This design comes from an exercise in tuning for small area, a short achievable clock period and few clock cycles on the open sky130 flow, not from production work.
At most, simulation tests tie the RTL to the original design; equivalence was not proved.
No functional check of the RTL was part of runs 5 and 6.
Power figures rest on the tool's default switching activity, not on a simulated workload.

[flow/flow/run.sh]
#!/bin/bash
bash standard.sh SETUP_SLACK_MARGIN=6.5 "BUFFER_PORTS_ARGS=-buffer_cell sky130_fd_sc_hd__buf_2" CTS_CLUSTER_SIZE=16 CTS_CLUSTER_DIAMETER=100 finish > standard.log 2>&1
[flow/standard.sh]
#!/bin/bash
# synth_recipe.tcl (not shown) runs the flow's synth.tcl, then flattens the netlist and writes it again
# the make line also repeats each setting of config.mk as NAME=value (left out here)
make -C /OpenROAD-flow-scripts/flow DESIGN_CONFIG=/design/flow/config.mk WORK_HOME=/design/flow/orfs CLKGATE_MAP_FILE= SYNTH_SCRIPT=/design/flow/synth_recipe.tcl "${@:-finish}"
[flow/constraint.sdc]
create_clock -name core_clock -period 10.0 [get_ports {clk}]
set_input_delay 2.0000 -clock core_clock [delete_from_list [all_inputs] [get_ports {clk}]]
set_output_delay 2.0000 -clock core_clock [all_outputs]
set_load 0.01 [all_outputs]
[flow/design.v]
module s88_scanner (
    input  wire        clk,
    input  wire        rst,           
    input  wire        cmd_valid,
    input  wire        cmd_enable,
    input  wire [7:0]  cmd_mc,
    output wire        cmd_ready,
    output reg         req_valid,
    output reg         req_start,
    output reg  [5:0]  req_want,
    input  wire        bat_valid,
    input  wire [31:0] bat_value,
    input  wire [5:0]  bat_n,
    output reg         ev_valid,
    output reg  [7:0]  ev_addr,
    output wire [1:0]  ev_state,
    input  wire        ev_ready
);
    reg [31:0] w0, w1, w2, w3;
    reg [1:0]  ph;
    reg [2:0]  hw_w;                
    reg [4:0]  hw_b;
    reg        enabled;
    reg [3:0]  mcm;                 
    reg [1:0]  pq;                  
    reg        vld;                 
    reg        fast;
    reg        f1;                  
    reg [31:0] v;
    reg [5:0]  nv;                  
    reg [4:0]  sh;                  
    reg [4:0]  k;                   
    reg        kfin;                
    reg        ev_st;               
    reg        e1_v;                
    reg [7:0]  e1_addr;
    reg        e1_st;
    integer j;
    assign ev_state  = {ev_st, ~ev_st};
    assign cmd_ready = !vld;
    wire [1:0] lastw = mcm[3:2];
    wire       want_full = (pq != lastw) || (mcm[1:0] == 2'd3);
    wire [5:0] want = req_want;
    wire can = !e1_v;               
    wire [31:0] m = v ^ w0;
    reg  [31:0] pre;                
    always @* begin
        pre[0] = 1'b0;
        for (j = 1; j < 32; j = j + 1)
            pre[j] = pre[j-1] | m[j-1];
    end
    wire [31:0] lo    = m & ~pre;
    wire        any   = |m;
    wire        multi = |(m & pre);
    reg  [5:0]  idx1;               
    always @* begin
        idx1 = 6'd0;
        for (j = 0; j < 32; j = j + 1)
            if (lo[j]) idx1 = idx1 | (j + 1);
    end
    wire        f_act  = vld && fast;
    wire        f_emit = f_act && any && can;
    wire        f_done = f_act && f1 && can;
    wire        s_act  = vld && !fast && (sh == 5'd0) && !kfin;
    wire        s_in   = ({1'b0, k} < nv) && ((ph != lastw) || (k[4:3] <= mcm[1:0]));
    wire        s_unk  = (hw_w == {1'b0, ph}) && (k == hw_b);
    wire        s_chg  = s_in && (s_unk || (v[0] ^ w0[0]));
    wire        s_step = s_act && (!s_chg || can);
    wire        s_emit = s_act && s_chg && can;
    wire        s_nb   = s_in ? v[0] : w0[0];
    wire        s_done = vld && !fast && kfin;
    wire done = f_done || s_done;
    wire emit = f_emit || s_emit;
    wire [5:0] eoff  = fast ? idx1 : ({1'b0, k} + 6'd1);
    wire [7:0] eaddr = {{1'b0, ph} + {2'b00, eoff[5]}, eoff[4:0]};
    wire       est   = fast ? |(lo & v) : v[0];
    wire acc = req_valid && bat_valid;
    wire rot = done || (!vld && (ph != pq));
    wire       part_w = !bat_n[5];                  
    wire       ce_w   = part_w || (pq == lastw);
    wire       fast_w = !part_w && want_full && (hw_w > {1'b0, pq});
    wire [31:0] dn = bat_value ^ w1;
    reg  [31:0] t_any [0:5];
    reg  [31:0] t_mul [0:5];
    integer l;
    always @* begin
        for (j = 0; j < 32; j = j + 1) begin
            t_any[0][j] = dn[j];
            t_mul[0][j] = 1'b0;
        end
        for (l = 1; l < 6; l = l + 1)
            for (j = 0; j < 32; j = j + 1)
                if (j < (32 >> l)) begin
                    t_any[l][j] = t_any[l-1][2*j] | t_any[l-1][2*j+1];
                    t_mul[l][j] = t_mul[l-1][2*j] | t_mul[l-1][2*j+1]
                                | (t_any[l-1][2*j] & t_any[l-1][2*j+1]);
                end else begin
                    t_any[l][j] = 1'b0;
                    t_mul[l][j] = 1'b0;
                end
    end
    wire dn_le1 = !t_mul[5][0];
    wire       vld_n  = acc || (vld && !done);
    wire       fast_n = acc ? fast_w : fast;
    wire       f1_n   = acc ? (vld && fast_w && dn_le1) : (f1 || (f_act && !multi));
    wire       slot0  = !ev_valid || ev_ready;
    wire       evv_n  = slot0 ? (e1_v || emit) : 1'b1;
    wire       e1v_n  = slot0 ? 1'b0 : (e1_v || emit);
    wire       cmd_t  = cmd_valid && !vld;
    wire       en_cmd = cmd_t && cmd_enable && !enabled && cmd_mc >= 8'd1 && cmd_mc <= 8'd16;
    wire       en_n   = en_cmd || (enabled && !(cmd_t && !cmd_enable));
    wire [1:0] ph_n   = en_cmd ? 2'd0 : (rot ? ph + 2'd1 : ph);
    wire [1:0] pq_n   = en_cmd ? 2'd0 : (acc ? (ce_w ? 2'd0 : pq + 2'd1) : pq);
    wire [3:0] mcm_n  = en_cmd ? cmd_mc[3:0] - 4'd1 : mcm;
    wire       rv_n   = en_n && (vld_n ? (fast_n && f1_n && !e1v_n && (ph_n + 2'd1 == pq_n))
                                       : (ph_n == pq_n));
    wire [31:0] hn = w0 ^ (lo & {32{f_emit}});
    always @(posedge clk) begin
        if (rot) begin
            w0 <= w1; w1 <= w2; w2 <= w3; w3 <= hn;
        end else if (s_step) begin
            w0 <= {s_nb, w0[31:1]};
        end else begin
            w0 <= hn;
        end
    end
    always @(posedge clk) begin
        fast <= fast_n;
        f1   <= f1_n;
        ph   <= ph_n;
        pq   <= pq_n;
        if (acc) begin
            v    <= bat_value;
            nv   <= bat_n[5] ? 6'd32 : bat_n;
            sh   <= (part_w && bat_n[4:0] != 5'd0) ? (5'd0 - bat_n[4:0]) : 5'd0;
            k    <= 5'd0;
            kfin <= 1'b0;
        end else if (vld && !fast && sh != 5'd0) begin
            v  <= {v[0], v[31:1]};
            sh <= sh - 5'd1;
        end else if (s_step) begin
            v  <= {v[0], v[31:1]};
            k  <= k + 5'd1;
            if (k == 5'd31)
                kfin <= 1'b1;
        end
        if (slot0) begin
            if (e1_v) begin
                ev_addr <= e1_addr;
                ev_st   <= e1_st;
            end else if (emit) begin
                ev_addr <= eaddr;
                ev_st   <= est;
            end
        end
        if (emit && !slot0) begin
            e1_addr <= eaddr;
            e1_st   <= est;
        end
        if (s_step && s_in && s_unk)
            {hw_w, hw_b} <= {hw_w, hw_b} + 8'd1;
        mcm       <= mcm_n;
        req_start <= (pq_n == 2'd0);
        req_want  <= (pq_n != mcm_n[3:2]) ? 6'd32 : {3'd1 + {1'b0, mcm_n[1:0]}, 3'b000};
        if (en_cmd) begin
            hw_w <= 3'd0;
            hw_b <= 5'd0;
        end
    end
    always @(posedge clk) begin
        if (rst) begin
            enabled   <= 1'b0;
            vld       <= 1'b0;
            ev_valid  <= 1'b0;
            e1_v      <= 1'b0;
            req_valid <= 1'b0;
        end else begin
            enabled   <= en_n;
            vld       <= vld_n;
            ev_valid  <= evv_n;
            e1_v      <= e1v_n;
            req_valid <= rv_n;
        end
    end
endmodule
[flow/config.mk]
export PLATFORM = sky130hd
export DESIGN_NAME = s88_scanner
export DESIGN_NICKNAME = s88_scanner
export VERILOG_FILES = /design/flow/design.v
export SDC_FILE = /design/flow/constraint.sdc
export NUM_CORES = 4
export LEC_CHECK = 0
export CAP_MARGIN = 20
export CORE_MARGIN = 2
export CORE_UTILIZATION = 40
export SLEW_MARGIN = 20
==> results.json, run 1 <==
{
  "synth_top_cell_area_share": 0.408,
  "period_needed_ps": 3410,
  "postCtsHoldBufs": 0,
  "drc_errors": 0,
  "layout_setup_ws_ps": 6590,
  "synthArstFlopShare": 0,
  "cp-start-kind": "flop",
  "endpoint_kind": "flop",
  "cts_buffer_depth": 3,
  "area_delta_synth_final_pct": 14.4,
  "post-route-period-util": 0.341,
  "rows": 62,
  "fin_nets": 1248,
  "synth_top_family_by_area": "simple AND/OR/NAND/NOR gates",
  "synthTopCellsByArea": "edfxtp_1 (41%), dfxtp_1 (11%), xnor2_1 (5.3%)",
  "nFillCells": 2775,
  "ys_ff_latch": 222,
  "numPortBuffers": 68,
  "ioPinCount": 72,
  "antenna_found_initial": 0,
  "routedWlPerCell_um": 19.1,
  "tightest_slew_ps": 936,
  "cts_sinks": 222,
  "hold_viol_final": 0,
  "vias_per_cell": 5.46,
  "worstPathArrival_ps": 3780,
  "slew_headroom": 0.373,
  "die_h_um": 174,
  "stdcell_count": 1569,
  "hpwl_um": 21300,
  "p_leak_nw": 5.01,
  "yosysWarningCount": 3,
  "gr-usage-met1": 0.272,
  "firstDrtPassIters": 5,
  "setup-tns-final_ps": 0,
  "crit_required_ps": 10370,
  "h-tree-depth": 1,
  "critPathSlowestCell": "nor4_1",
  "p_per_area_nw_per_um2": 281,
  "worst_hold_slack_ps": 400,
  "yosys.area_share.simple": 0.162,
  "yosys-top-cells-count": "edfxtp_1 (157), nand2_1 (142), nor2_1 (82)",
  "slowest_delay_ps": 800,
  "rsz0062_at_grt": "yes",
  "ys.flop_type": "edfxtp_1",
  "num_vias": 8560,
  "start_util": 0.405,
  "min-delay-path-class": "reg2reg",
  "wl_um": 29900,
  "status": "timing/DRC/antenna clean",
  "grt_use_total": 0.191,
  "critPathBufInv": 2,
  "crit_type": "reg2reg",
  "cts_buffers": 17,
  "place_ws_ps": 5310,
  "synth_most_common_cell": "edfxtp_1",
  "drt_iter0_drc": 706,
  "die_w_um": 174,
  "grt_use_met2": 0.308,
  "vdd_ir_drop_max_v": 0.000143,
  "critPathTopFamily": "simple AND/OR/NAND/NOR gates",
  "synth_compound_area_frac": 0.114,
  "fin_worst_skew_ps": 24.2,
  "synthMuxAreaShare": 0.0520,
  "timing.fmax_ghz": 0.294,
  "gp_congestion": 0.888,
  "drive_gt1_frac": 0.166,
  "synthCells": 1107,
  "die-area_um2": 30200,
  "grt.overflow.total": 0,
  "finalSetupViolations": 0,
  "synthAdderAreaFrac": 0.0349,
  "synth_cell_type_count": 70,
  "synth_edf_count": 157,
  "crit_chain": "xnor2_2 > nand4_1 > buf_4 > buf_4 > nor4_1 > nand4b_1 > o2111ai_1 > nor4_1 > a21oi_1 > mux2_2",
  "use_met3": 0.0252,
  "utilization": 0.463,
  "yosysTopAreaCell": "edfxtp_1",
  "path_clk_slew_ps": 80,
  "tritoncts": "built",
  "cts-root-buf": "clkbuf_16",
  "grt_pass1_wl_um": 45600,
  "max_cap_viol_count": 0,
  "placedCellCount": 1525,
  "syn_area_per_cell_um2": 10.4,
  "grt_pass1_vias": 8052,
  "synth_xor_area_frac": 0.0855,
  "grt_busiest_layer": "met2",
  "final-max-slew-violation-count": 0,
  "crit_fanout": 5,
  "core_area_um2": 28500,
  "antenna_left": 0,
  "grt_start_max_net_pins": 59,
  "synth_seq_area_share": 0.521,
  "antenna_cells": 0,
  "netlist_area_um2": 11500,
  "clkLatencyLatePin_ps": 510
}
## per-layer routing
metal,part of all wire,routed length [µm]
met5,0,0
met4,0.025,740
met3,0.049,1480
met2,0.45,13500
met1,0.47,14200
## area by class of cell
cell class	instances	area [µm²]	area share
Multi-Input combinational cell	797	5470	0.414
Tap cell	384	480	0.0364
Inverter	46	193	0.0146
Timing Repair Buffer	91	563	0.0426
Sequential cell	222	6020	0.456
Clock inverter	1	8.76	0.000663
Clock buffer	28	477	0.0361
## per-stage QoR
stage | cell area (µm²) | total power [mW]
final | 13200 | 3.72
after global placement | 12400 | 2.99
after CTS | 13000 | 3.69
after detailed placement | 12400 | 3.01
after floorplan | 11700 | 2.60
after global routing | 13200 | 3.94
## path summary, 6_finish.rpt
kind           from  endpoint  slack, ps  cells past startpoint
min reg2reg  w2[23]    w1[23]        400                      0
max reg2reg    v[3]     ev_st       6590                     10
min          w2[23]    w1[23]        400                      0
max            v[3]     ev_st       6590                     10
## where the power goes
part | internal (mW) | switching [mW] | leakage (nW) | total (mW)
Combinational | 0.546 | 0.828 | 2.72 | 1.37
Sequential | 1.44 | 0.254 | 2.06 | 1.69
Clock | 0.328 | 0.320 | 0.233 | 0.648
## layout by cell type (no fill, tap or decap), types with 8 or more instances in the layout
master	netlist	final
maj3_1	14	14
nand3_1	38	36
o22ai_1	12	12
nor2b_1	15	15
clkbuf_1	35	10
nor4_1	17	13
mux2_2	28	27
edfxtp_1	157	157
nor2_1	82	81
buf_2	1	68
xor2_1	39	39
buf_4	4	18
mux2i_1	27	27
a22oi_1	14	14
a31oi_1	16	16
nand4_1	26	26
a21oi_1	42	41
a31o_2	8	8
inv_1	44	41
xnor2_2	2	12
ha_1	21	17
dfxtp_1	65	64
nand2_1	142	140
xnor2_1	70	58
o211ai_1	9	9
nor3_1	26	25
o21ai_0	44	43
clkbuf_16	0	18
o21a_1	8	8
## state kept, by name (all words and copies together) (netlist names), 2 cells and up
| signal | cells |
|---|---|
| w2 | 32 |
| nv | 6 |
| w0 | 32 |
| k | 5 |
| ph | 2 |
| w1 | 32 |
| e1_addr | 8 |
| v | 32 |
| ev_addr | 8 |
| req_want | 3 |
| mcm | 4 |
| w3 | 32 |
| hw_b | 5 |
| sh | 5 |
| pq | 2 |
| hw_w | 3 |
## repair_timing
action                                  4_1_cts  5_1_grt
cloned                                        0        1
buffers inserted                              6        8
pin swaps                                     5        6
endpoints found under the setup margin      104      120
resized for setup                            16       27
## cell families (layout without fill, tap and decap cells)
group | Yosys count | after routing
mux | 56 | 56
xor+xnor | 111 | 111
other cells | 1 | 3
buf+inv | 90 | 166
compound gates | 201 | 201
fa+ha+maj | 35 | 35
simple gates | 391 | 391
flops | 222 | 222
Testbench counts, summed over its fixed seeds: cycles 11,461.
==> inputs of run 2 (changes only) <==
==> flow/flow/run.sh (replaced) <==
#!/bin/bash
bash standard.sh SETUP_SLACK_MARGIN=6.75 "BUFFER_PORTS_ARGS=-buffer_cell sky130_fd_sc_hd__buf_2" CTS_CLUSTER_SIZE=20 CTS_CLUSTER_DIAMETER=150 finish > standard.log 2>&1
==> run 2 against run 1 <==
Against the previous run:
- clock power decreased by 6.9%
- clock skew up 6.4 ps
- largest cell class unchanged
- total power grew 2.0%
- design area grew 4.2%
- still clean
- critical path type is now in2reg
==> results.json, run 2 <==
{
  "critPathBufInv": 3,
  "crit_fanout": 29,
  "nFillCells": 2708,
  "reg2reg_depth": 9,
  "final_common_cell": "edfxtp_1",
  "fin_nets": 1276,
  "grt_pass1_wl_um": 47100,
  "timing.rr.end": "ev_addr[3]",
  "synth_top_family_by_area": "simple AND/OR/NAND/NOR gates",
  "synth_compound_area_frac": 0.114,
  "place_ws_ps": 4920,
  "netlist_area_um2": 11500,
  "grt.overflow.total": 0,
  "setup-tns-final_ps": 0,
  "synth_cell_type_count": 70,
  "crit_cells": 10,
  "multi_input_area_um2": 5810,
  "grt_start_max_net_pins": 58,
  "grt_use_total": 0.197,
  "synth_xor_area_frac": 0.0855,
  "synth_seq_area_share": 0.521,
  "utilization": 0.482,
  "rrSetupSlack_ps": 6790,
  "routedWlPerCell_um": 19.3,
  "max_cap_viol_count": 0,
  "synthMuxAreaShare": 0.0520,
  "hpwl_um": 21200,
  "final_cell_mix": "edfxtp_1 (157), nand2_1 (136), nor2_1 (76)",
  "min_path_cells": 0,
  "antenna_found_initial": 0,
  "drive_gt1_frac": 0.225,
  "postLayoutCellArea_um2": 13800,
  "ioPinCount": 72,
  "synthTopCellsByArea": "edfxtp_1 (41%), dfxtp_1 (11%), xnor2_1 (5.3%)",
  "p_leak_nw": 5.31,
  "drc_errors": 0,
  "layout_setup_ws_ps": 6710,
  "dpl_cell_area_um2": 12400,
  "yosys-top-cells-count": "edfxtp_1 (157), nand2_1 (142), nor2_1 (82)",
  "vdd_ir_drop_max_v": 0.000166,
  "status": "timing/DRC/antenna clean",
  "crit_chain": "buf_2 > nand2_2 > buf_12 > clkinv_16 > o211ai_1 > o31ai_2 > xor2_1 > o211a_1 > and3_1 > a31o_2",
  "critPathSlowestCell": "o31ai_2",
  "crit_type": "in2reg",
  "gp_congestion": 0.906,
  "tightest_slew_ps": 723,
  "path_clk_slew_ps": 80,
  "cts_buffer_depth": 3,
  "seq_area_um2": 6020,
  "ys.flop_type": "edfxtp_1",
  "timing.fmax_ghz": 0.304,
  "die-area_um2": 30200,
  "firstDrtPassIters": 5,
  "synthArstFlopShare": 0,
  "placedCellCount": 1525,
  "rsz0062_at_grt": "yes",
  "clkLatencyLatePin_ps": 500,
  "die_w_um": 174,
  "cp-start-kind": "input pin",
  "crit_path_start": "bat_valid",
  "fin_worst_skew_ps": 30.6,
  "hold_end": "w2[10]",
  "yosysWarningCount": 3,
  "antenna_left": 0,
  "stdcell_count": 1595,
  "endpoint_kind": "flop",
  "period_needed_ps": 3290,
  "finalSetupViolations": 0,
  "finalPower_mw": 3.79,
  "yosys.area_share.simple": 0.162,
  "slowest_delay_ps": 320,
  "crit_required_ps": 10390,
  "drt_iter0_drc": 571,
  "synth_top_cell_area_share": 0.408,
  "critPathTopFamily": "compound AO/OA/AOI/OAI gates",
  "antenna_cells": 0,
  "reg2reg_from": "v[0]",
  "area_delta_synth_final_pct": 19.2,
  "rows": 62,
  "synthAdderAreaFrac": 0.0349,
  "num_vias": 8852,
  "core_area_um2": 28500,
  "h-tree-depth": 1,
  "slew_headroom": 0.518,
  "numPortBuffers": 68,
  "hold_viol_final": 0,
  "syn_area_per_cell_um2": 10.4,
  "vias_per_cell": 5.55,
  "wl_um": 30800,
  "ys_ff_latch": 222,
  "synth_edf_count": 157,
  "die_h_um": 174,
  "tritoncts": "built",
  "worst_hold_slack_ps": 403,
  "final-max-slew-violation-count": 0,
  "p_per_area_nw_per_um2": 275,
  "cts_sinks": 222,
  "post-route-period-util": 0.329,
  "postCtsHoldBufs": 0,
  "synthCells": 1107,
  "cts-root-buf": "clkbuf_16",
  "yosysTopAreaCell": "edfxtp_1",
  "min-delay-path-class": "reg2reg",
  "start_util": 0.405,
  "holdCritStartpoint": "w3[10]",
  "grt_pass1_vias": 8408,
  "worstPathArrival_ps": 3680,
  "cts_buffers": 15,
  "synth_most_common_cell": "edfxtp_1"
}
## run 2: cell counts after synthesis
Identical to the previous run, type by type.
## run 2: area by class of cell
type / instances / share of cell area
clock buffers: 24 / 0.0297
clock inverters: 1 / 0.00145
inverters: 46 / 0.0162
multi-input cells: 798 / 0.422
flip-flops and latches: 222 / 0.437
well taps: 384 / 0.0349
repair buffers: 119 / 0.0578
repair inverters: 1 / 0.000818
## run 2: kinds of logic after synthesis
family                     count (synthesis)
and+or+nand+nor                          391
DFF                                      222
muxes                                     56
buffers and inverters                     90
adders and majority gates                 35
other                                      1
xor gates and xnor gates                 111
AOI/OAI and AO/OA                        201
## run 2: metal layers
layer  vias to the layer above  global-route usage  routed length [µm]
li1                       4233                   -                   -
met1                      4277               0.268               13700
met2                       278               0.325               14300
met3                        64              0.0269                1670
met4                         0              0.0651                1040
met5                         -                   0                   0
## run 2: where the power goes
group          switching (mW)  internal, mW
Combinational           0.857         0.619
Sequential              0.271          1.44
Clock                   0.316         0.288
## run 2: worst max-delay path by stage
stage                   to  slack (ps)
2_1_floorplan  req_want[5]        6480
3_3_place_gp     req_valid        5090
3_5_place_dp     req_valid        4920
4_1_cts              ev_st        6600
5_1_grt          req_valid        6600
6_report         req_valid        6710
## run 2: repair_timing
item | in CTS | in global routing
setup endpoints to repair | 215 | 149
cloned | 2 | 1
buffers inserted | 16 | 26
resized for setup | 39 | 61
pin swaps | 6 | 20
==> inputs of run 3 (changes only) <==
==> flow/flow/run.sh (replaced) <==
#!/bin/bash
bash standard.sh SETUP_SLACK_MARGIN=6.5 "BUFFER_PORTS_ARGS=-buffer_cell sky130_fd_sc_hd__buf_1" CTS_CLUSTER_SIZE=20 CTS_CLUSTER_DIAMETER=150 MATCH_CELL_FOOTPRINT=0 finish > standard.log 2>&1
==> run 3 against run 2 <==
Against the previous run:
- worst setup slack got worse by 170 ps
- synthesized area is the same
- wire length is 5.8% lower
- count of clock-buffer cells in the layout unchanged
- sequential power barely moved
- non-clock buffer count decreased by 33
- via count down 3.0%
- first-iteration DRC count rose by 18%
- hold slack improved by 8.8 ps
- fmax fell by 4.9%
- total power is 3.8% lower
- largest cell class unchanged
- highest routed layer unchanged
==> results.json, run 3 <==
{
  "antenna_left": 0,
  "synthTopCellsByArea": "edfxtp_1 (41%), dfxtp_1 (11%), xnor2_1 (5.3%)",
  "postLayoutCellArea_um2": 13000,
  "hold_viol_final": 0,
  "cts-root-buf": "clkbuf_16",
  "ys.flop_type": "edfxtp_1",
  "critPathSlowestCell": "dfxtp_1",
  "routedWlPerCell_um": 18.6,
  "core_area_um2": 28500,
  "syn_area_per_cell_um2": 10.4,
  "fin_nets": 1241,
  "drt_iter0_drc": 674,
  "grt.overflow.total": 0,
  "synthCells": 1107,
  "cts_sinks": 222,
  "stdcell_count": 1560,
  "crit_chain": "inv_1 > buf_1",
  "critPathTopFamily": "flip-flops",
  "placedCellCount": 1525,
  "p_sw_frac": 0.380,
  "ys_ff_latch": 222,
  "min-delay-path-class": "reg2reg",
  "crit_required_ps": 8000,
  "vias_per_cell": 5.50,
  "worstPathArrival_ps": 1460,
  "drive_gt1_frac": 0.101,
  "cts_buffer_depth": 3,
  "sequentialPowerShare": 0.464,
  "worst_hold_slack_ps": 412,
  "p_comb_frac": 0.373,
  "die_w_um": 174,
  "yosysWarningCount": 3,
  "grt_use_total": 0.188,
  "seq_area_um2": 6020,
  "p_clk_frac": 0.164,
  "yosysTopAreaCell": "edfxtp_1",
  "synth_cell_type_count": 70,
  "slew_headroom": 0.391,
  "synth_top_cell_area_share": 0.408,
  "rows": 62,
  "nFillCells": 2747,
  "yosys-top-cells-count": "edfxtp_1 (157), nand2_1 (142), nor2_1 (82)",
  "max_cap_viol_count": 0,
  "hpwl_um": 21100,
  "p_int_mw": 2.26,
  "fin_worst_skew_ps": 20.0,
  "synth_seq_area_share": 0.521,
  "crit_type": "reg2out",
  "synth_most_common_cell": "edfxtp_1",
  "timing.fmax_ghz": 0.289,
  "path_clk_slew_ps": 80,
  "grt_start_max_net_pins": 59,
  "grt_pass1_wl_um": 45100,
  "drc_errors": 0,
  "numPortBuffers": 68,
  "antenna_cells": 0,
  "final-max-slew-violation-count": 0,
  "netlist_area_um2": 11500,
  "grt_pass1_vias": 8052,
  "synthArstFlopShare": 0,
  "rsz0062_at_grt": "yes",
  "p_leak_nw": 4.74,
  "ioPinCount": 72,
  "cts_buffers": 15,
  "tritoncts": "built",
  "final_cell_mix": "edfxtp_1 (157), nand2_1 (140), nor2_1 (81)",
  "critPathBufInv": 2,
  "power_switching_mw": 1.38,
  "antenna_found_initial": 0,
  "status": "timing/DRC/antenna clean",
  "die-area_um2": 30200,
  "cp-start-kind": "flop",
  "clkLatencyLatePin_ps": 490,
  "synth_edf_count": 157,
  "gp_congestion": 0.970,
  "dpl_cell_area_um2": 12300,
  "start_util": 0.405,
  "h-tree-depth": 1,
  "tightest_slew_ps": 905,
  "wl_um": 29000,
  "vdd_ir_drop_max_v": 0.000145,
  "period_needed_ps": 3460,
  "post-route-period-util": 0.346,
  "num_vias": 8583,
  "final_common_cell": "edfxtp_1",
  "p_per_area_nw_per_um2": 280,
  "area_delta_synth_final_pct": 12.6,
  "slowest_delay_ps": 610,
  "multi_input_area_um2": 5430,
  "finalSetupViolations": 0,
  "endpoint_kind": "output port",
  "firstDrtPassIters": 5,
  "crit_fanout": 7,
  "setup-tns-final_ps": 0,
  "die_h_um": 174
}
## run 3: per-layer routing
layer | global-route usage | routed length, µm
met1 | 0.264 | 13600
met2 | 0.304 | 13100
met3 | 0.0236 | 1420
met4 | 0.0574 | 913
met5 | 0 | 0
## run 3: area by class of cell
cell class                      instances  share of cell area
Sequential cell                       222               0.463
Clock inverter                          1             0.00154
Tap cell                              384              0.0370
Inverter                               46              0.0159
Timing Repair Buffer                   86              0.0339
Clock buffer                           24              0.0315
Multi-Input combinational cell        797               0.418
## run 3: power groups by stage
stage / clock network (mW) / logic (mW) / registers [mW]
after CTS: 0.616 / 1.34 / 1.68
after global routing: 0.641 / 1.49 / 1.73
after global placement: 0 / 1.29 / 1.69
after floorplan: 0 / 0.974 / 1.62
final: 0.597 / 1.36 / 1.69
after detailed placement: 0 / 1.31 / 1.70
## run 3: logic make-up after synthesis
| kind of cell | count (synthesis) | share of synthesized area |
|---|---|---|
| AOI/OAI and AO/OA | 201 | 0.114 |
| xor gates and xnor gates | 111 | 0.0855 |
| adders and majority gates | 35 | 0.0349 |
| buffers and inverters | 90 | 0.0308 |
| DFF | 222 | 0.521 |
| muxes | 56 | 0.0520 |
| other | 1 | 0.000325 |
| and+or+nand+nor | 391 | 0.162 |
## run 3: worst register-to-register path, stage by stage, from the launching register on
cell      delay [ps]
edfxtp_1         510
xnor2_2          280
nand4_1          250
or4_4            650
or4_4            480
or3b_4           430
nor2_1           150
mux2_2           370
o21a_1           160
## run 3: stage by stage
step | power [mW] | worst slack, ps | util
after floorplan | 2.60 | 6470 | -
after global placement | 2.98 | 5350 | 0.430
after CTS | 3.64 | 6450 | 0.450
final | 3.64 | 6540 | 0.455
after global routing | 3.87 | 6420 | 0.455
after detailed placement | 3.01 | 5320 | 0.430
## run 3: worst paths after layout
check                            from         to  slack (ps)  cells past startpoint
worst max-delay path              vld  cmd_ready        6540                      2
worst min-delay path            w2[7]      w1[7]         410                      0
worst max register to register   v[3]     w0[22]        6620                      8
worst min register to register  w2[7]      w1[7]         410                      0
## run 3: timing repair
action                                  CTS  global route
endpoints found under the setup margin   61            84
cloned                                    0             1
gates resized for setup                  16            25
buffers inserted                          9             0
pin swaps                                 3             4
hold buffers                              0             0
==> inputs of run 4 (changes only) <==
==> flow/flow/run.sh (replaced) <==
#!/bin/bash
bash standard.sh SETUP_SLACK_MARGIN=6.5 "BUFFER_PORTS_ARGS=-buffer_cell sky130_fd_sc_hd__buf_1" CTS_CLUSTER_SIZE=20 CTS_CLUSTER_DIAMETER=150 CORE_UTILIZATION=50 finish > standard.log 2>&1
==> run 4 against run 3 <==
Against the previous run:
- via count rose by 1.7%
- clock skew rose by 3.4 ps
- non-clock buffer count rose by 10
==> results.json, run 4 <==
{
  "antenna_left": 0,
  "yosysTopAreaCell": "edfxtp_1",
  "die_w_um": 156,
  "gp_congestion": 0.989,
  "p_per_area_nw_per_um2": 284,
  "synthCells": 1107,
  "fin_nets": 1252,
  "worstPathArrival_ps": 1420,
  "rsz0062_at_grt": "yes",
  "grt_pass1_vias": 8110,
  "synth_top_cell_area_share": 0.408,
  "drt_iter0_drc": 821,
  "rrSetupSlack_ps": 6620,
  "drive_gt1_frac": 0.113,
  "final_cell_mix": "edfxtp_1 (157), nand2_1 (141), nor2_1 (81)",
  "die-area_um2": 24300,
  "synthArstFlopShare": 0,
  "num_vias": 8730,
  "final-max-slew-violation-count": 0,
  "timing.rr.end": "ev_addr[2]",
  "ys_ff_latch": 222,
  "ioPinCount": 72,
  "grt_pass1_wl_um": 45700,
  "endpoint_kind": "output port",
  "cts-root-buf": "clkbuf_16",
  "final_common_cell": "edfxtp_1",
  "crit_fanout": 7,
  "status": "timing/DRC/antenna clean",
  "cp-start-kind": "flop",
  "tritoncts": "built",
  "reg2reg_from": "v[5]",
  "yosysWarningCount": 3,
  "cts_buffers": 15,
  "hpwl_um": 20700,
  "firstDrtPassIters": 5,
  "antenna_found_initial": 0,
  "ys.flop_type": "edfxtp_1",
  "vias_per_cell": 5.93,
  "syn_area_per_cell_um2": 10.4,
  "post-route-period-util": 0.342,
  "postCtsHoldBufs": 0,
  "grt_use_total": 0.243,
  "numPortBuffers": 68,
  "synth_most_common_cell": "edfxtp_1",
  "slew_headroom": 0.388,
  "cts_sinks": 222,
  "synth_seq_area_share": 0.521,
  "min-delay-path-class": "reg2reg",
  "grt_start_max_net_pins": 63,
  "reg2reg_depth": 9,
  "timing.fmax_ghz": 0.292,
  "finalSetupViolations": 0,
  "postLayoutCellArea_um2": 13000,
  "period_needed_ps": 3420,
  "tightest_slew_ps": 910,
  "path_clk_slew_ps": 80,
  "synth_cell_type_count": 70,
  "crit_path_start": "vld",
  "drc_errors": 0,
  "core_area_um2": 22600,
  "synth_edf_count": 157,
  "setup.worst_path.end": "cmd_ready",
  "p_leak_nw": 4.80,
  "finalPower_mw": 3.69,
  "vdd_ir_drop_max_v": 0.000209,
  "setup-tns-final_ps": 0,
  "max_cap_viol_count": 0,
  "clkLatencyLatePin_ps": 490,
  "routedWlPerCell_um": 20.5,
  "netlist_area_um2": 11500,
  "rows": 55,
  "crit_type": "reg2out",
  "synthTopCellsByArea": "edfxtp_1 (41%), dfxtp_1 (11%), xnor2_1 (5.3%)",
  "yosys-top-cells-count": "edfxtp_1 (157), nand2_1 (142), nor2_1 (82)",
  "wl_um": 30100,
  "antenna_cells": 0,
  "dpl_cell_area_um2": 12100,
  "area_delta_synth_final_pct": 12.6,
  "hold_viol_final": 0,
  "die_h_um": 156,
  "grt.overflow.total": 0,
  "fin_worst_skew_ps": 23.5,
  "start_util": 0.510,
  "cts_buffer_depth": 3,
  "h-tree-depth": 1,
  "crit_required_ps": 8000
}
[run 4: cell types whose count changed in the layout (fill, tap and decap cells not counted), moves of 2 or more]
cell / before / now
buf_4: 15 / 23
nor3_2: 1 / 3
xnor2_1: 62 / 60
xnor2_4: 1 / 3
[run 4: worst min path at each step]
stage | end | cells after the start | start | slack [ps]
2_1_floorplan | w1[0] | 0 | w2[0] | 400
3_3_place_gp | w2[31] | 0 | w3[31] | 400
3_5_place_dp | w1[21] | 0 | w2[21] | 400
4_1_cts | w1[5] | 0 | w2[5] | 420
5_1_grt | w2[6] | 0 | w3[6] | 430
6_report | w1[24] | 0 | w2[24] | 420
[run 4: timing repair]
item	in CTS	in global routing
pin swaps	6	2
cloned	2	1
setup buffers	16	3
gates resized for setup	15	25
setup endpoints to repair	104	115
[run 4: metrics by stage]
step           worst slack (ps)  std cells  hold WS [ps]  utilization
2_1_floorplan              6440       1109           400            -
4_1_cts                    6490       1467           425        0.566
3_3_place_gp               5560       1425           400        0.536
5_1_grt                    6500       1471           430        0.574
3_5_place_dp               5480       1425           405        0.536
6_report                   6580       1471           424        0.574
[run 4: cells by family (layout without fill, tap and decap cells)]
group | count (synthesis) | in the layout | synth area share
AO/OA/AOI/OAI | 201 | 201 | 0.114
XOR/XNOR | 111 | 111 | 0.0855
adder cells (fa/ha/maj) | 35 | 35 | 0.0349
buffers and inverters | 90 | 166 | 0.0308
flip-flops | 222 | 222 | 0.521
multiplexers | 56 | 56 | 0.0520
other | 1 | 3 | 0.000325
AND/OR/NAND/NOR | 391 | 392 | 0.162
[run 4: cell type report]
cell class / instances / area (µm²)
clock buffer: 23 / 405
tap: 285 / 357
fill: 1979 / 9640
clock inverter: 1 / 20.0
timing repair buffer: 96 / 538
sequential: 222 / 6020
inverter: 46 / 183
multi-input combinational: 798 / 5480
[run 4: critical path: stages (launching register included)]
cell     delay [ps]
dfxtp_1         600
inv_1           170
buf_1           160
[run 4: power breakdown]
group	total, mW	switching, mW	internal, mW
Combinational	1.39	0.843	0.550
Sequential	1.70	0.258	1.44
Clock	0.598	0.312	0.286
[run 4: metal layers]
layer  share of wire  vias up  track usage  wire, µm
li1                -     4187            -         -
met4           0.045        0       0.0983      1360
met3           0.052       69       0.0319      1570
met5               0        -            0         0
met2            0.44      289        0.384     13300
met1            0.46     4185        0.340     13800
==> inputs of run 5 (changes only) <==
--- a/flow/design.v
+++ b/flow/design.v
@@ -49,7 +49,14 @@
         for (j = 1; j < 32; j = j + 1)
             pre[j] = pre[j-1] | m[j-1];
     end
+    reg  [31:0] pre2;               
+    always @* begin
+        pre2[0] = 1'b0;
+        for (j = 1; j < 32; j = j + 1)
+            pre2[j] = pre2[j-1] | (pre[j-1] & m[j-1]);
+    end
     wire [31:0] lo    = m & ~pre;
+    wire        many  = |(m & pre2);
     wire        any   = |m;
     wire        multi = |(m & pre);
     reg  [5:0]  idx1;               
@@ -102,7 +109,7 @@
     wire dn_le1 = !t_mul[5][0];
     wire       vld_n  = acc || (vld && !done);
     wire       fast_n = acc ? fast_w : fast;
-    wire       f1_n   = acc ? (vld && fast_w && dn_le1) : (f1 || (f_act && !multi));
+    wire       f1_n   = acc ? (vld && fast_w && dn_le1) : (f1 || (f_act && (can ? !many : !multi)));
     wire       slot0  = !ev_valid || ev_ready;
     wire       evv_n  = slot0 ? (e1_v || emit) : 1'b1;
     wire       e1v_n  = slot0 ? 1'b0 : (e1_v || emit);
==> flow/flow/run.sh (replaced) <==
#!/bin/bash
bash standard.sh SETUP_SLACK_MARGIN=6.25 "BUFFER_PORTS_ARGS=-buffer_cell sky130_fd_sc_hd__buf_1" CTS_CLUSTER_SIZE=20 CTS_CLUSTER_DIAMETER=150 finish > standard.log 2>&1
==> run 5 against run 4 <==
Against the previous run:
- largest cell class unchanged
- synthesized area is 3.3% higher
- via count is 4.0% higher
- die area is 28% higher
- worst setup slack worse by 250 ps
- fmax is 6.8% lower
- register-to-register slack worse by 280 ps
- sequential share of layout area is 1.5 points lower
- flip-flop and latch count stayed put
- critical endpoint is now req_valid
- still clean on timing, DRC and antenna
- global-route usage is 4.1 points lower
- largest power group unchanged
==> results.json, run 5 <==
{
  "ys_ff_latch": 222,
  "synthAdderAreaFrac": 0.0321,
  "synth_xor_area_frac": 0.0933,
  "wl_um": 32100,
  "synthCells": 1173,
  "holdCritStartpoint": "w2[6]",
  "place_ws_ps": 5470,
  "start_util": 0.405,
  "setup-tns-final_ps": 0,
  "drc_errors": 0,
  "gp_congestion": 0.952,
  "die_h_um": 177,
  "p_per_area_nw_per_um2": 276,
  "fin_worst_skew_ps": 17.5,
  "synth_top_family_by_area": "simple AND/OR/NAND/NOR gates",
  "vias_per_cell": 5.55,
  "max_cap_viol_count": 0,
  "synth_seq_area_share": 0.504,
  "grt_pass1_wl_um": 49100,
  "synth_compound_area_frac": 0.127,
  "postLayoutCellArea_um2": 13400,
  "h-tree-depth": 1,
  "ys.flop_type": "edfxtp_1",
  "area_delta_synth_final_pct": 12.5,
  "crit_fanout": 2,
  "synth_cell_type_count": 77,
  "min-delay-path-class": "reg2reg",
  "antenna_found_initial": 0,
  "reg2reg_from": "v[14]",
  "p_leak_nw": 4.97,
  "cts-root-buf": "clkbuf_16",
  "worstPathArrival_ps": 4080,
  "status": "timing/DRC/antenna clean",
  "grt_start_max_net_pins": 84,
  "grt.overflow.total": 0,
  "path_clk_slew_ps": 90,
  "timing.rr.end": "req_valid",
  "antenna_left": 0,
  "die_w_um": 177,
  "tritoncts": "built",
  "num_vias": 9076,
  "antenna_cells": 0,
  "rsz0062_at_grt": "yes",
  "grt_use_total": 0.202,
  "yosys.area_share.simple": 0.158,
  "crit_type": "in2reg",
  "clkLatencyLatePin_ps": 490,
  "min_path_cells": 0,
  "reg2reg_depth": 10,
  "final_common_cell": "nand2_1",
  "hpwl_um": 23200,
  "vdd_ir_drop_max_v": 0.000165,
  "finalSetupViolations": 0,
  "endpoint_kind": "flop",
  "synthTopCellsByArea": "edfxtp_1 (40%), dfxtp_1 (11%), nand2_1 (6.0%)",
  "yosysTopAreaCell": "edfxtp_1",
  "core_area_um2": 29500,
  "yosys-top-cells-count": "nand2_1 (191), edfxtp_1 (157), o21ai_0 (85)",
  "timing.fmax_ghz": 0.272,
  "cts_sinks": 222,
  "cts_buffers": 15,
  "slew_headroom": 0.344,
  "synthMuxAreaShare": 0.0569,
  "layout_setup_ws_ps": 6330,
  "die-area_um2": 31200,
  "tightest_slew_ps": 982,
  "cp-start-kind": "input pin",
  "yosysWarningCount": 3,
  "period_needed_ps": 3670,
  "synth_top_cell_area_share": 0.395,
  "drive_gt1_frac": 0.100,
  "final-max-slew-violation-count": 0,
  "postCtsHoldBufs": 0,
  "hold_viol_final": 0,
  "synth_most_common_cell": "nand2_1",
  "firstDrtPassIters": 6,
  "post-route-period-util": 0.367,
  "rows": 63,
  "cts_buffer_depth": 3,
  "numPortBuffers": 68,
  "final_cell_mix": "nand2_1 (189), edfxtp_1 (157), o21ai_0 (83)",
  "routedWlPerCell_um": 19.6,
  "rrSetupSlack_ps": 6340,
  "dpl_cell_area_um2": 12600,
  "grt_pass1_vias": 8720,
  "netlist_area_um2": 11900,
  "crit_required_ps": 10410,
  "hold_end": "w1[6]",
  "syn_area_per_cell_um2": 10.2,
  "ioPinCount": 72,
  "fin_nets": 1310,
  "drt_iter0_drc": 843,
  "synthArstFlopShare": 0,
  "synth_edf_count": 157
}
-- run 5: cell types whose count changed in the layout (fill, tap and decap cells not counted), sizes merged, moves of 14 or more --
cell	change
xor2	+26
nand2	+49
nand4	-16
nand3	-18
xnor2	-14
o21ai	+44
-- run 5: layer usage --
layer  vias up  global-route usage  part of all wire
met2       297               0.325              0.45
met4         0              0.0682             0.039
met5         -                   0                 0
li1       4372                   -                 -
met1      4340               0.280              0.46
met3        67              0.0260             0.053
-- run 5: worst max-delay path: stages --
cell,delay [ps]
buf_1,100
xor2_1,160
or2_4,260
or2_4,250
or2_4,250
maj3_1,320
o21ai_1,130
nand2_1,60
o21ai_1,90
a41oi_2,220
o31ai_2,220
-- run 5: final cells by class --
type                            count  area (µm²)
Sequential cell                   222        6020
Clock inverter                      1        20.0
Timing Repair Buffer               87         435
Fill cell                        2870       16100
Inverter                           41         154
Clock buffer                       24         409
Multi-Input combinational cell    870        5900
Tap cell                          390         488
-- run 5: kinds of logic (layout without fill, tap and decap cells) --
| kind of cell | count (synthesis) | count (layout) |
|---|---|---|
| flip-flops | 222 | 222 |
| buffers and inverters | 84 | 153 |
| other | 1 | 3 |
| multiplexers | 64 | 64 |
| AO/OA/AOI/OAI | 237 | 237 |
| adder cells (fa/ha/maj) | 33 | 33 |
| AND/OR/NAND/NOR | 410 | 410 |
| XOR/XNOR | 122 | 123 |
-- run 5: timing repair --
item,CTS,global route
cloned,0,2
pin swaps,0,4
resized for setup,15,28
setup buffers,0,7
setup endpoints to repair,24,18
-- run 5: worst max path at each step --
stage,from,to,cells past startpoint
3_5_place_dp,v[1],req_valid,11
2_1_floorplan,bat_value[17],req_valid,10
5_1_grt,bat_valid,req_valid,11
4_1_cts,v[17],ev_addr[6],10
6_report,bat_value[22],req_valid,11
3_3_place_gp,v[1],req_valid,11
-- run 5: where the power goes --
part	leakage (nW)	switching (mW)	internal [mW]
Combinational	2.68	0.860	0.552
Clock	0.205	0.308	0.288
Sequential	2.09	0.266	1.43
-- run 5: metrics by stage --
step | hold WS, ps | total power, mW | util | cells
after CTS | 424 | 3.66 | 0.446 | 1626
after global routing | 432 | 3.96 | 0.455 | 1635
after global placement | 402 | 3.00 | 0.428 | 1601
after floorplan | 400 | 2.60 | - | 1175
after detailed placement | 405 | 3.02 | 0.428 | 1601
final | 423 | 3.70 | 0.455 | 1635
==> inputs of run 6 (changes only) <==
--- a/flow/design.v
+++ b/flow/design.v
@@ -49,14 +49,7 @@
         for (j = 1; j < 32; j = j + 1)
             pre[j] = pre[j-1] | m[j-1];
     end
-    reg  [31:0] pre2;               
-    always @* begin
-        pre2[0] = 1'b0;
-        for (j = 1; j < 32; j = j + 1)
-            pre2[j] = pre2[j-1] | (pre[j-1] & m[j-1]);
-    end
     wire [31:0] lo    = m & ~pre;
-    wire        many  = |(m & pre2);
     wire        any   = |m;
     wire        multi = |(m & pre);
     reg  [5:0]  idx1;               
@@ -109,7 +102,7 @@
     wire dn_le1 = !t_mul[5][0];
     wire       vld_n  = acc || (vld && !done);
     wire       fast_n = acc ? fast_w : fast;
-    wire       f1_n   = acc ? (vld && fast_w && dn_le1) : (f1 || (f_act && (can ? !many : !multi)));
+    wire       f1_n   = acc ? (vld && fast_w && dn_le1) : (f1 || (f_act && !multi));
     wire       slot0  = !ev_valid || ev_ready;
     wire       evv_n  = slot0 ? (e1_v || emit) : 1'b1;
     wire       e1v_n  = slot0 ? 1'b0 : (e1_v || emit);
@@ -119,7 +112,9 @@
     wire [1:0] ph_n   = en_cmd ? 2'd0 : (rot ? ph + 2'd1 : ph);
     wire [1:0] pq_n   = en_cmd ? 2'd0 : (acc ? (ce_w ? 2'd0 : pq + 2'd1) : pq);
     wire [3:0] mcm_n  = en_cmd ? cmd_mc[3:0] - 4'd1 : mcm;
-    wire       rv_n   = en_n && (vld_n ? (fast_n && f1_n && !e1v_n && (ph_n + 2'd1 == pq_n))
+    wire       kfin_n = !acc && (kfin || (s_step && k == 5'd31));
+    wire       rv_n   = en_n && (vld_n ? (((fast_n && f1_n && !e1v_n) || (!fast_n && kfin_n))
+                                          && (ph_n + 2'd1 == pq_n))
                                        : (ph_n == pq_n));
     wire [31:0] hn = w0 ^ (lo & {32{f_emit}});
     always @(posedge clk) begin
@@ -136,20 +131,18 @@
         f1   <= f1_n;
         ph   <= ph_n;
         pq   <= pq_n;
+        kfin <= kfin_n;
         if (acc) begin
             v    <= bat_value;
             nv   <= bat_n[5] ? 6'd32 : bat_n;
             sh   <= (part_w && bat_n[4:0] != 5'd0) ? (5'd0 - bat_n[4:0]) : 5'd0;
             k    <= 5'd0;
-            kfin <= 1'b0;
         end else if (vld && !fast && sh != 5'd0) begin
             v  <= {v[0], v[31:1]};
             sh <= sh - 5'd1;
         end else if (s_step) begin
             v  <= {v[0], v[31:1]};
             k  <= k + 5'd1;
-            if (k == 5'd31)
-                kfin <= 1'b1;
         end
         if (slot0) begin
             if (e1_v) begin
==> flow/flow/run.sh (replaced) <==
#!/bin/bash
bash standard.sh SETUP_SLACK_MARGIN=6.6 "BUFFER_PORTS_ARGS=-buffer_cell sky130_fd_sc_hd__buf_1" CTS_CLUSTER_SIZE=20 CTS_CLUSTER_DIAMETER=150 finish > standard.log 2>&1
==> run 6 against run 5 <==
Against the previous run:
- core utilization increased by 1.9 points
- clock skew increased by 4.4 ps
- count of clock-buffer cells in the layout unchanged
- hold slack got worse by 4.7 ps
- design area increased by 0.98%
- global-route usage decreased by 1.0 points
- die area decreased by 3.1%
- cell count decreased by 3.1%
- sequential power about the same
- register-to-register slack improved by 320 ps
- total power decreased by 2.4%
- non-clock buffer count increased by 15
- highest routed layer unchanged
- critical path type unchanged
- largest power group unchanged
==> results.json, run 6 <==
{
  "p_clk_frac": 0.167,
  "critPathTopFamily": "compound AO/OA/AOI/OAI gates",
  "fin_nets": 1266,
  "synthTopCellsByArea": "edfxtp_1 (41%), dfxtp_1 (11%), nand2_1 (5.7%)",
  "grt_use_total": 0.192,
  "p_comb_frac": 0.364,
  "grt_busiest_layer": "met2",
  "cts_sinks": 222,
  "p_sw_frac": 0.374,
  "antenna_found_initial": 0,
  "cts_buffer_depth": 3,
  "syn_area_per_cell_um2": 10.4,
  "finalPower_mw": 3.62,
  "setup-tns-final_ps": 0,
  "die_w_um": 174,
  "use_met3": 0.0232,
  "crit_type": "in2reg",
  "wl_um": 29200,
  "timing.fmax_ghz": 0.278,
  "fin_worst_skew_ps": 21.9,
  "firstDrtPassIters": 5,
  "cp-start-kind": "input pin",
  "hpwl_um": 19900,
  "ys_ff_latch": 222,
  "vdd_ir_drop_max_v": 0.000120,
  "p_int_mw": 2.26,
  "crit_required_ps": 10420,
  "finalSetupViolations": 0,
  "grt.overflow.total": 0,
  "period_needed_ps": 3600,
  "routedWlPerCell_um": 18.4,
  "final_common_cell": "nand2_1",
  "status": "timing/DRC/antenna clean",
  "start_util": 0.405,
  "die_h_um": 174,
  "synthArstFlopShare": 0,
  "max_cap_viol_count": 0,
  "endpoint_kind": "flop",
  "area_delta_synth_final_pct": 17.3,
  "synthCells": 1115,
  "drive_gt1_frac": 0.156,
  "sequentialPowerShare": 0.468,
  "synth_edf_count": 157,
  "antenna_left": 0,
  "h-tree-depth": 1,
  "clkLatencyLatePin_ps": 490,
  "num_vias": 8468,
  "critPathBufInv": 1,
  "slowest_delay_ps": 480,
  "grt_pass1_wl_um": 45700,
  "slew_headroom": 0.293,
  "synth_top_cell_area_share": 0.408,
  "synth_cell_type_count": 72,
  "rsz0062_at_grt": "yes",
  "grt_start_max_net_pins": 90,
  "yosysTopAreaCell": "edfxtp_1",
  "min-delay-path-class": "reg2reg",
  "hold_viol_final": 0,
  "gr-usage-met1": 0.273,
  "crit_fanout": 3,
  "drc_errors": 0,
  "grt_use_met2": 0.307,
  "drt_iter0_drc": 627,
  "yosysWarningCount": 3,
  "p_leak_nw": 5.12,
  "die-area_um2": 30300,
  "synth_seq_area_share": 0.520,
  "core_area_um2": 28500,
  "synth_most_common_cell": "nand2_1",
  "cts_buffers": 15,
  "critPathSlowestCell": "or4b_1",
  "worst_hold_slack_ps": 418,
  "tritoncts": "built",
  "path_clk_slew_ps": 90,
  "final_cell_mix": "nand2_1 (174), edfxtp_1 (157), nor2_1 (82)",
  "netlist_area_um2": 11600,
  "post-route-period-util": 0.360,
  "vias_per_cell": 5.34,
  "worstPathArrival_ps": 4020,
  "grt_pass1_vias": 8286,
  "crit_chain": "buf_1 > xnor2_2 > a22oi_1 > a2111oi_2 > o2111ai_1 > nor3_2 > a31oi_4 > or4b_1 > a21boi_1",
  "ioPinCount": 72,
  "tightest_slew_ps": 1050,
  "power_switching_mw": 1.35,
  "cts-root-buf": "clkbuf_16",
  "rows": 62,
  "p_per_area_nw_per_um2": 267,
  "final-max-slew-violation-count": 0,
  "antenna_cells": 0,
  "yosys-top-cells-count": "nand2_1 (175), edfxtp_1 (157), nor2_1 (84)",
  "gp_congestion": 0.929,
  "ys.flop_type": "edfxtp_1",
  "numPortBuffers": 68
}
-- run 6: changes by cell type in the layout (fill, tap and decap cells not counted), moves of 7 or more --
cell | before | now
buf_4 | 15 | 25
o21ai_0 | 83 | 57
buf_2 | 0 | 9
nor3_1 | 31 | 21
nand3_1 | 16 | 24
inv_1 | 39 | 46
xnor2_2 | 12 | 36
buf_1 | 68 | 56
xor2_1 | 64 | 38
nand2_1 | 189 | 174
a21oi_1 | 43 | 36
-- run 6: path summary, 6_finish.rpt --
| kind | startpoint | end | slack, ps | cells past startpoint |
|---|---|---|---|---|
| max | bat_value[31] | req_valid | 6400 | 9 |
| min | w2[11] | w1[11] | 420 | 0 |
| max reg2reg | v[14] | req_valid | 6660 | 10 |
| min reg2reg | w2[11] | w1[11] | 420 | 0 |
-- run 6: power groups by stage --
stage / sequential (mW) / clock [mW] / combinational, mW
finish: 1.69 / 0.605 / 1.32
global route: 1.74 / 0.652 / 1.45
CTS: 1.69 / 0.624 / 1.27
detailed placement: 1.68 / 0 / 1.18
global placement: 1.67 / 0 / 1.17
floorplan: 1.60 / 0 / 0.898
-- run 6: metrics by stage --
stage | cell area [µm²] | cells | utilization | setup WS [ps]
final | 13600 | 1585 | 0.475 | 6400
after global routing | 13600 | 1585 | 0.475 | 6350
after CTS | 13400 | 1583 | 0.468 | 6470
after detailed placement | 12300 | 1535 | 0.430 | 5340
after global placement | 12300 | 1535 | 0.430 | 5400
after floorplan | 11600 | 1117 | - | 6020
-- run 6: what timing repair did --
| action | in CTS | in global routing |
|---|---|---|
| setup endpoints to repair | 51 | 34 |
| resized for setup | 85 | 30 |
| pin swaps | 23 | 3 |
| cloned | 4 | 0 |
| hold buffers | 0 | 0 |
| buffers inserted | 19 | 2 |
-- run 6: cell families (layout without fill, tap and decap cells) --
group | Yosys count | in the layout | synth area share
AOI/OAI and AO/OA | 189 | 189 | 0.101
xor gates and xnor gates | 113 | 113 | 0.0895
adders and majority gates | 33 | 33 | 0.0331
buffers and inverters | 93 | 177 | 0.0332
DFF | 222 | 222 | 0.520
muxes | 65 | 65 | 0.0601
other | 1 | 3 | 0.000324
and+or+nand+nor | 399 | 399 | 0.162
-- run 6: cell type report --
class / instances / area, µm²
well taps: 384 / 480
fillers: 2706 / 15000
repair buffers: 102 / 659
clock inverters: 1 / 20.0
inverters: 50 / 195
multi-input cells: 802 / 5780
clock buffers: 24 / 409
flip-flops and latches: 222 / 6020
-- run 6: worst register-to-register path, delay by kind of cell, from the launching register on --
kind,cells,cell delay (ps)
AO/OA/AOI/OAI,3,800
XOR/XNOR,1,390
buffers and inverters,1,230
flip-flops,1,430
AND/OR/NAND/NOR,5,1430
-- run 6: routing by layer --
| metal | up-vias | wire, µm |
|---|---|---|
| li1 | 4141 | - |
| met1 | 4039 | 13700 |
| met2 | 239 | 13300 |
| met3 | 49 | 1380 |
| met4 | 0 | 843 |
| met5 | - | 0 |
==> inputs of run 7 (changes only) <==
--- a/flow/design.v
+++ b/flow/design.v
@@ -112,9 +112,7 @@
     wire [1:0] ph_n   = en_cmd ? 2'd0 : (rot ? ph + 2'd1 : ph);
     wire [1:0] pq_n   = en_cmd ? 2'd0 : (acc ? (ce_w ? 2'd0 : pq + 2'd1) : pq);
     wire [3:0] mcm_n  = en_cmd ? cmd_mc[3:0] - 4'd1 : mcm;
-    wire       kfin_n = !acc && (kfin || (s_step && k == 5'd31));
-    wire       rv_n   = en_n && (vld_n ? (((fast_n && f1_n && !e1v_n) || (!fast_n && kfin_n))
-                                          && (ph_n + 2'd1 == pq_n))
+    wire       rv_n   = en_n && (vld_n ? (fast_n && f1_n && !e1v_n && (ph_n + 2'd1 == pq_n))
                                        : (ph_n == pq_n));
     wire [31:0] hn = w0 ^ (lo & {32{f_emit}});
     always @(posedge clk) begin
@@ -131,18 +129,20 @@
         f1   <= f1_n;
         ph   <= ph_n;
         pq   <= pq_n;
-        kfin <= kfin_n;
         if (acc) begin
             v    <= bat_value;
             nv   <= bat_n[5] ? 6'd32 : bat_n;
             sh   <= (part_w && bat_n[4:0] != 5'd0) ? (5'd0 - bat_n[4:0]) : 5'd0;
             k    <= 5'd0;
+            kfin <= 1'b0;
         end else if (vld && !fast && sh != 5'd0) begin
             v  <= {v[0], v[31:1]};
             sh <= sh - 5'd1;
         end else if (s_step) begin
             v  <= {v[0], v[31:1]};
             k  <= k + 5'd1;
+            if (k == 5'd31)
+                kfin <= 1'b1;
         end
         if (slot0) begin
             if (e1_v) begin
==> flow/flow/run.sh (replaced) <==
#!/bin/bash
bash standard.sh SETUP_SLACK_MARGIN=7 "BUFFER_PORTS_ARGS=-buffer_cell sky130_fd_sc_hd__buf_1" CTS_CLUSTER_SIZE=20 CTS_CLUSTER_DIAMETER=150 MATCH_CELL_FOOTPRINT=0 finish > standard.log 2>&1
==> run 7 against run 6 <==
Against the previous run:
- total power increased by 13%
- hold slack got worse by 19 ps
- via count rose by 9.4%
- sequential share of layout area fell by 4.3 points
- synthesized cell count fell by 0.72%
- flip-flop and latch count unchanged
- fmax increased by 11%
- synthesized area about the same
==> results.json, run 7 <==
{
  "fin_worst_skew_ps": 41.7,
  "status": "timing/DRC/antenna clean",
  "syn_area_per_cell_um2": 10.4,
  "rsz0062_at_grt": "yes",
  "synthTopCellsByArea": "edfxtp_1 (41%), dfxtp_1 (11%), xnor2_1 (5.3%)",
  "period_needed_ps": 3230,
  "synth_most_common_cell": "edfxtp_1",
  "drc_errors": 0,
  "netlist_area_um2": 11500,
  "rrSetupSlack_ps": 6830,
  "num_vias": 9262,
  "grt_start_max_net_pins": 61,
  "reg2reg_depth": 11,
  "antenna_cells": 0,
  "use_met3": 0.0269,
  "ys.flop_type": "edfxtp_1",
  "cts-root-buf": "clkbuf_16",
  "area_delta_synth_final_pct": 30.3,
  "vdd_ir_drop_max_v": 0.000182,
  "synth_top_cell_area_share": 0.408,
  "grt_pass1_vias": 8799,
  "synth_seq_area_share": 0.521,
  "clkLatencyLatePin_ps": 510,
  "postLayoutCellArea_um2": 15000,
  "cp-start-kind": "input pin",
  "numPortBuffers": 68,
  "hold_end": "w1[21]",
  "holdCritStartpoint": "w2[21]",
  "crit_type": "in2reg",
  "max_cap_viol_count": 0,
  "crit_fanout": 4,
  "ys_ff_latch": 222,
  "timing.rr.end": "req_valid",
  "synth_edf_count": 157,
  "grt_use_met2": 0.338,
  "fin_nets": 1323,
  "die-area_um2": 30200,
  "h-tree-depth": 1,
  "synthArstFlopShare": 0,
  "yosysTopAreaCell": "edfxtp_1",
  "reg2reg_from": "v[4]",
  "finalSetupViolations": 0,
  "min-delay-path-class": "reg2reg",
  "core_area_um2": 28500,
  "start_util": 0.405,
  "final-max-slew-violation-count": 0,
  "grt_use_total": 0.210,
  "final_cell_mix": "edfxtp_1 (157), nand2_1 (137), buf_4 (83)",
  "timing.fmax_ghz": 0.310,
  "rows": 62,
  "gp_congestion": 0.965,
  "gr-usage-met1": 0.288,
  "p_leak_nw": 5.77,
  "synth_cell_type_count": 70,
  "vias_per_cell": 5.64,
  "tritoncts": "built",
  "drt_iter0_drc": 725,
  "wl_um": 33100,
  "ioPinCount": 72,
  "drive_gt1_frac": 0.284,
  "hpwl_um": 21800,
  "dpl_cell_area_um2": 12800,
  "min_path_cells": 0,
  "grt_busiest_layer": "met2",
  "placedCellCount": 1525,
  "yosysWarningCount": 3,
  "cts_buffers": 15,
  "post-route-period-util": 0.323,
  "endpoint_kind": "flop",
  "crit_required_ps": 10400,
  "synthCells": 1107,
  "routedWlPerCell_um": 20.2,
  "die_h_um": 174,
  "antenna_found_initial": 0,
  "p_per_area_nw_per_um2": 272,
  "final_common_cell": "edfxtp_1",
  "setup-tns-final_ps": 0,
  "grt.overflow.total": 0,
  "stdcell_count": 1643,
  "antenna_left": 0,
  "grt_pass1_wl_um": 49800,
  "cts_buffer_depth": 3,
  "yosys-top-cells-count": "edfxtp_1 (157), nand2_1 (142), nor2_1 (82)",
  "slew_headroom": 0.544,
  "die_w_um": 174,
  "path_clk_slew_ps": 90,
  "tightest_slew_ps": 685,
  "hold_viol_final": 0,
  "cts_sinks": 222,
  "utilization": 0.527,
  "worstPathArrival_ps": 3630,
  "firstDrtPassIters": 6
}
==> run 7: cell count changes after synthesis, sizes merged, moves of 7 or more <==
cell and change:
a22oi +9, a31oi +10, o21a +7, a31o +7, nand4 +8, o21ai -20, o22a +7, nand3 +12
nand2 -33
==> run 7: timing repair <==
| item | CTS | global route |
|---|---|---|
| gates cloned | 5 | 2 |
| hold buffers | 0 | 0 |
| endpoints found under the setup margin | 249 | 188 |
| resized for setup | 115 | 144 |
| buffers inserted | 48 | 37 |
| pin swaps | 33 | 53 |
==> run 7: critical path, cell delays in order <==
cell	delay (ps)
buf_6	100
nand2_4	70
buf_12	140
clkinv_16	70
buf_16	130
buf_4	130
a21o_1	160
o31ai_2	70
xor2_1	130
o211a_1	240
and3_1	160
a31o_2	220
==> run 7: layer usage <==
metal | wire length (µm) | up-vias | part of all wire
met1 | 14400 | 4460 | 0.44
li1 | - | 4347 | -
met5 | 0 | - | 0
met3 | 1980 | 94 | 0.060
met2 | 15400 | 361 | 0.47
met4 | 1320 | 0 | 0.040
==> run 7: logic make-up after synthesis <==
logic type,count (synthesis),synth area share
and+or+nand+nor,391,0.162
DFF,222,0.521
AOI/OAI and AO/OA,201,0.114
xor gates and xnor gates,111,0.0855
buffers and inverters,90,0.0308
muxes,56,0.0520
adders and majority gates,35,0.0349
other,1,0.000325
==> run 7: layout make-up <==
cell class | instances | area, µm²
Clock buffer | 24 | 409
Clock inverter | 2 | 28.8
Tap cell | 384 | 480
Timing Repair inverter | 1 | 11.3
Sequential cell | 222 | 6020
Multi-Input combinational cell | 799 | 6520
Fill cell | 2549 | 13500
Timing Repair Buffer | 165 | 1310
Inverter | 46 | 263
==> run 7: where the power goes <==
group          total (mW)  switching [mW]  internal [mW]
Clock               0.616           0.326          0.290
Sequential           1.76           0.323           1.44
Combinational        1.71           0.936          0.778
==> run 7: worst max-delay path by stage <==
| stage | startpoint | end | slack [ps] |
|---|---|---|---|
| floorplan | cmd_mc[1] | req_want[5] | 6500 |
| global route | bat_valid | req_valid | 6730 |
| finish | bat_valid | req_valid | 6770 |
| global placement | bat_valid | req_valid | 5270 |
| detailed placement | bat_valid | req_valid | 5240 |
| CTS | cmd_mc[7] | req_want[5] | 6820 |
==> run 7: stage by stage <==
step | hold WS [ps] | setup slack (ps) | power [mW]
6_report | 399 | 6770 | 4.09
5_1_grt | 404 | 6730 | 4.33
4_1_cts | 398 | 6820 | 3.87
3_5_place_dp | 405 | 5240 | 3.15
3_3_place_gp | 401 | 5270 | 3.12
2_1_floorplan | 400 | 6500 | 2.72
Testbench counts of run 7, summed over its fixed seeds: cycles 11,461.
==> inputs of run 8 (changes only) <==
==> flow/run.sh (new file) <==
#!/bin/bash
# synth_recipe.tcl (not shown) runs the flow's synth.tcl, then flattens the netlist and writes it again
# the make line also repeats each setting of config.mk as NAME=value (left out here)
make -C /OpenROAD-flow-scripts/flow DESIGN_CONFIG=/design/flow/config.mk WORK_HOME=/design/flow/orfs CLKGATE_MAP_FILE= SYNTH_SCRIPT=/design/flow/synth_recipe.tcl finish
--- a/flow/config.mk
+++ b/flow/config.mk
@@ -8,4 +8,7 @@
 export CAP_MARGIN = 20
 export CORE_MARGIN = 2
 export CORE_UTILIZATION = 40
+export CTS_CLUSTER_DIAMETER = 150
+export CTS_CLUSTER_SIZE = 20
+export SETUP_SLACK_MARGIN = 5
 export SLEW_MARGIN = 20
removed: flow/flow/run.sh
removed: flow/standard.sh
==> run 8 against run 7 <==
Against the previous run:
- clock power hardly changed
- via count is 7.6% lower
- core utilization is 6.9 points lower
- non-clock buffer count is 87 lower
- design area is 13% lower
- die area stayed put
- wire length is 12% lower
- largest power group unchanged
- highest routed layer unchanged
==> results.json, run 8 <==
{
  "crit_required_ps": 10440,
  "synthTopCellsByArea": "edfxtp_1 (41%), dfxtp_1 (11%), xnor2_1 (5.3%)",
  "place_ws_ps": 4990,
  "grt_use_total": 0.189,
  "antenna_left": 0,
  "rsz0062_at_grt": "no",
  "yosys.area_share.simple": 0.162,
  "synthAdderAreaFrac": 0.0349,
  "path_clk_slew_ps": 80,
  "drive_gt1_frac": 0.0693,
  "slew_headroom": 0.355,
  "crit_path_start": "bat_valid",
  "synth_seq_area_share": 0.521,
  "h-tree-depth": 1,
  "synth_xor_area_frac": 0.0855,
  "synthMuxAreaShare": 0.0520,
  "crit_fanout": 38,
  "post-route-period-util": 0.458,
  "postCtsSetupBuffers": 0,
  "ys_ff_latch": 222,
  "antenna_cells": 0,
  "synth_most_common_cell": "edfxtp_1",
  "dpl_cell_area_um2": 12600,
  "fin_nets": 1233,
  "endpoint_kind": "flop",
  "postCtsHoldBufs": 0,
  "postLayoutCellArea_um2": 13100,
  "cts_sinks": 222,
  "reg2reg_from": "v[4]",
  "synth_top_family_by_area": "simple AND/OR/NAND/NOR gates",
  "critPathSlowestCell": "inv_2",
  "synth_compound_area_frac": 0.114,
  "clkLatencyLatePin_ps": 500,
  "ys.flop_type": "edfxtp_1",
  "grt_pass1_wl_um": 45400,
  "drc_errors": 0,
  "synthArstFlopShare": 0,
  "die_w_um": 174,
  "hpwl_um": 21200,
  "crit_chain": "clkdlybuf4s50_1 > nand2_1 > buf_4 > inv_2 > buf_4 > o211ai_1 > nor4_1 > nand4_1 > nor4_1 > a22oi_1 > o21ai_0 > a31o_2",
  "finalSetupViolations": 0,
  "synth_top_cell_area_share": 0.408,
  "grt_pass1_vias": 8094,
  "cts_resized": 0,
  "synth_edf_count": 157,
  "antenna_found_initial": 0,
  "grt.overflow.total": 0,
  "final_common_cell": "edfxtp_1",
  "vdd_ir_drop_max_v": 0.000159,
  "crit_type": "in2reg",
  "status": "timing/DRC/antenna clean",
  "layout_setup_ws_ps": 5420,
  "fin_worst_skew_ps": 24.6,
  "grt_start_max_net_pins": 66,
  "wl_um": 29200,
  "cts-root-buf": "clkbuf_16",
  "worstPathArrival_ps": 5020,
  "setup-tns-final_ps": 0,
  "hold_viol_final": 0,
  "start_util": 0.405,
  "synthCells": 1107,
  "cts_buffers": 15,
  "cp-start-kind": "input pin",
  "firstDrtPassIters": 7,
  "drt_iter0_drc": 617,
  "period_needed_ps": 4580,
  "vias_per_cell": 5.51,
  "area_delta_synth_final_pct": 13.2,
  "holdCritStartpoint": "w3[7]",
  "die_h_um": 174,
  "finalPower_mw": 3.63,
  "yosysWarningCount": 3,
  "numPortBuffers": 68,
  "syn_area_per_cell_um2": 10.4,
  "p_leak_nw": 4.79,
  "core_area_um2": 28500,
  "p_per_area_nw_per_um2": 278,
  "routedWlPerCell_um": 18.8,
  "min-delay-path-class": "reg2reg",
  "slowest_delay_ps": 490,
  "timing.fmax_ghz": 0.218,
  "tritoncts": "built",
  "tightest_slew_ps": 963,
  "yosysTopAreaCell": "edfxtp_1",
  "netlist_area_um2": 11500,
  "max_cap_viol_count": 0,
  "synth_cell_type_count": 70,
  "die-area_um2": 30200,
  "final-max-slew-violation-count": 0,
  "yosys-top-cells-count": "edfxtp_1 (157), nand2_1 (142), nor2_1 (82)",
  "gp_congestion": 0.923,
  "cts_buffer_depth": 3,
  "final_cell_mix": "edfxtp_1 (157), nand2_1 (142), nor2_1 (82)",
  "num_vias": 8554,
  "ioPinCount": 72,
  "rows": 62
}
-- run 8: per-stage QoR --
stage	instances	hold slack, ps	utilization
after detailed placement	1527	405	0.442
after global placement	1527	401	0.442
after CTS	1553	401	0.458
after global routing	1553	401	0.458
after floorplan	1109	400	-
final	1553	406	0.458
-- run 8: logic make-up (layout without fill, tap and decap cells) --
| kind of cell | Yosys count | after routing |
|---|---|---|
| muxes | 56 | 56 |
| and+or+nand+nor | 391 | 391 |
| AOI/OAI and AO/OA | 201 | 201 |
| adders and majority gates | 35 | 35 |
| DFF | 222 | 222 |
| buffers and inverters | 90 | 150 |
| xor gates and xnor gates | 111 | 111 |
| other | 1 | 3 |
-- run 8: per-layer routing --
layer,vias to the layer above,global-route usage,share of wire
li1,4141,-,-
met1,4103,0.263,0.48
met2,247,0.305,0.45
met3,63,0.0280,0.048
met4,0,0.0578,0.030
met5,-,0,0
-- run 8: power by group --
group | switching [mW] | internal [mW] | total (mW)
Sequential | 0.241 | 1.44 | 1.68
Combinational | 0.812 | 0.529 | 1.34
Clock | 0.323 | 0.290 | 0.613
-- run 8: final timing paths --
check               end  slack, ps  cells past startpoint
min reg2reg       w2[7]        410                      0
max           req_valid       5420                     12
min               w2[7]        410                      0
max reg2reg  ev_addr[6]       5730                     10
-- run 8: area by class of cell --
class	count	area, µm²
Fill cell	2735	15500
Sequential cell	222	6020
Multi-Input combinational cell	797	5200
Timing Repair Buffer	78	756
Tap cell	384	480
Clock buffer	24	409
Inverter	46	175
Clock inverter	2	28.8
-- run 8: critical path: cells and delay by family --
| family | cells | cell delay [ps] |
|---|---|---|
| simple gates | 4 | 660 |
| buf+inv | 4 | 1660 |
| compound gates | 4 | 660 |

Check on run 8: ideal ports give 5.421 ns setup slack; a clkbuf_16 on the clock port and buf_2 on the inputs give 5.435 ns; moving port delays by the midpoint clock arrival (0.534 ns) as well gives 4.901 ns.
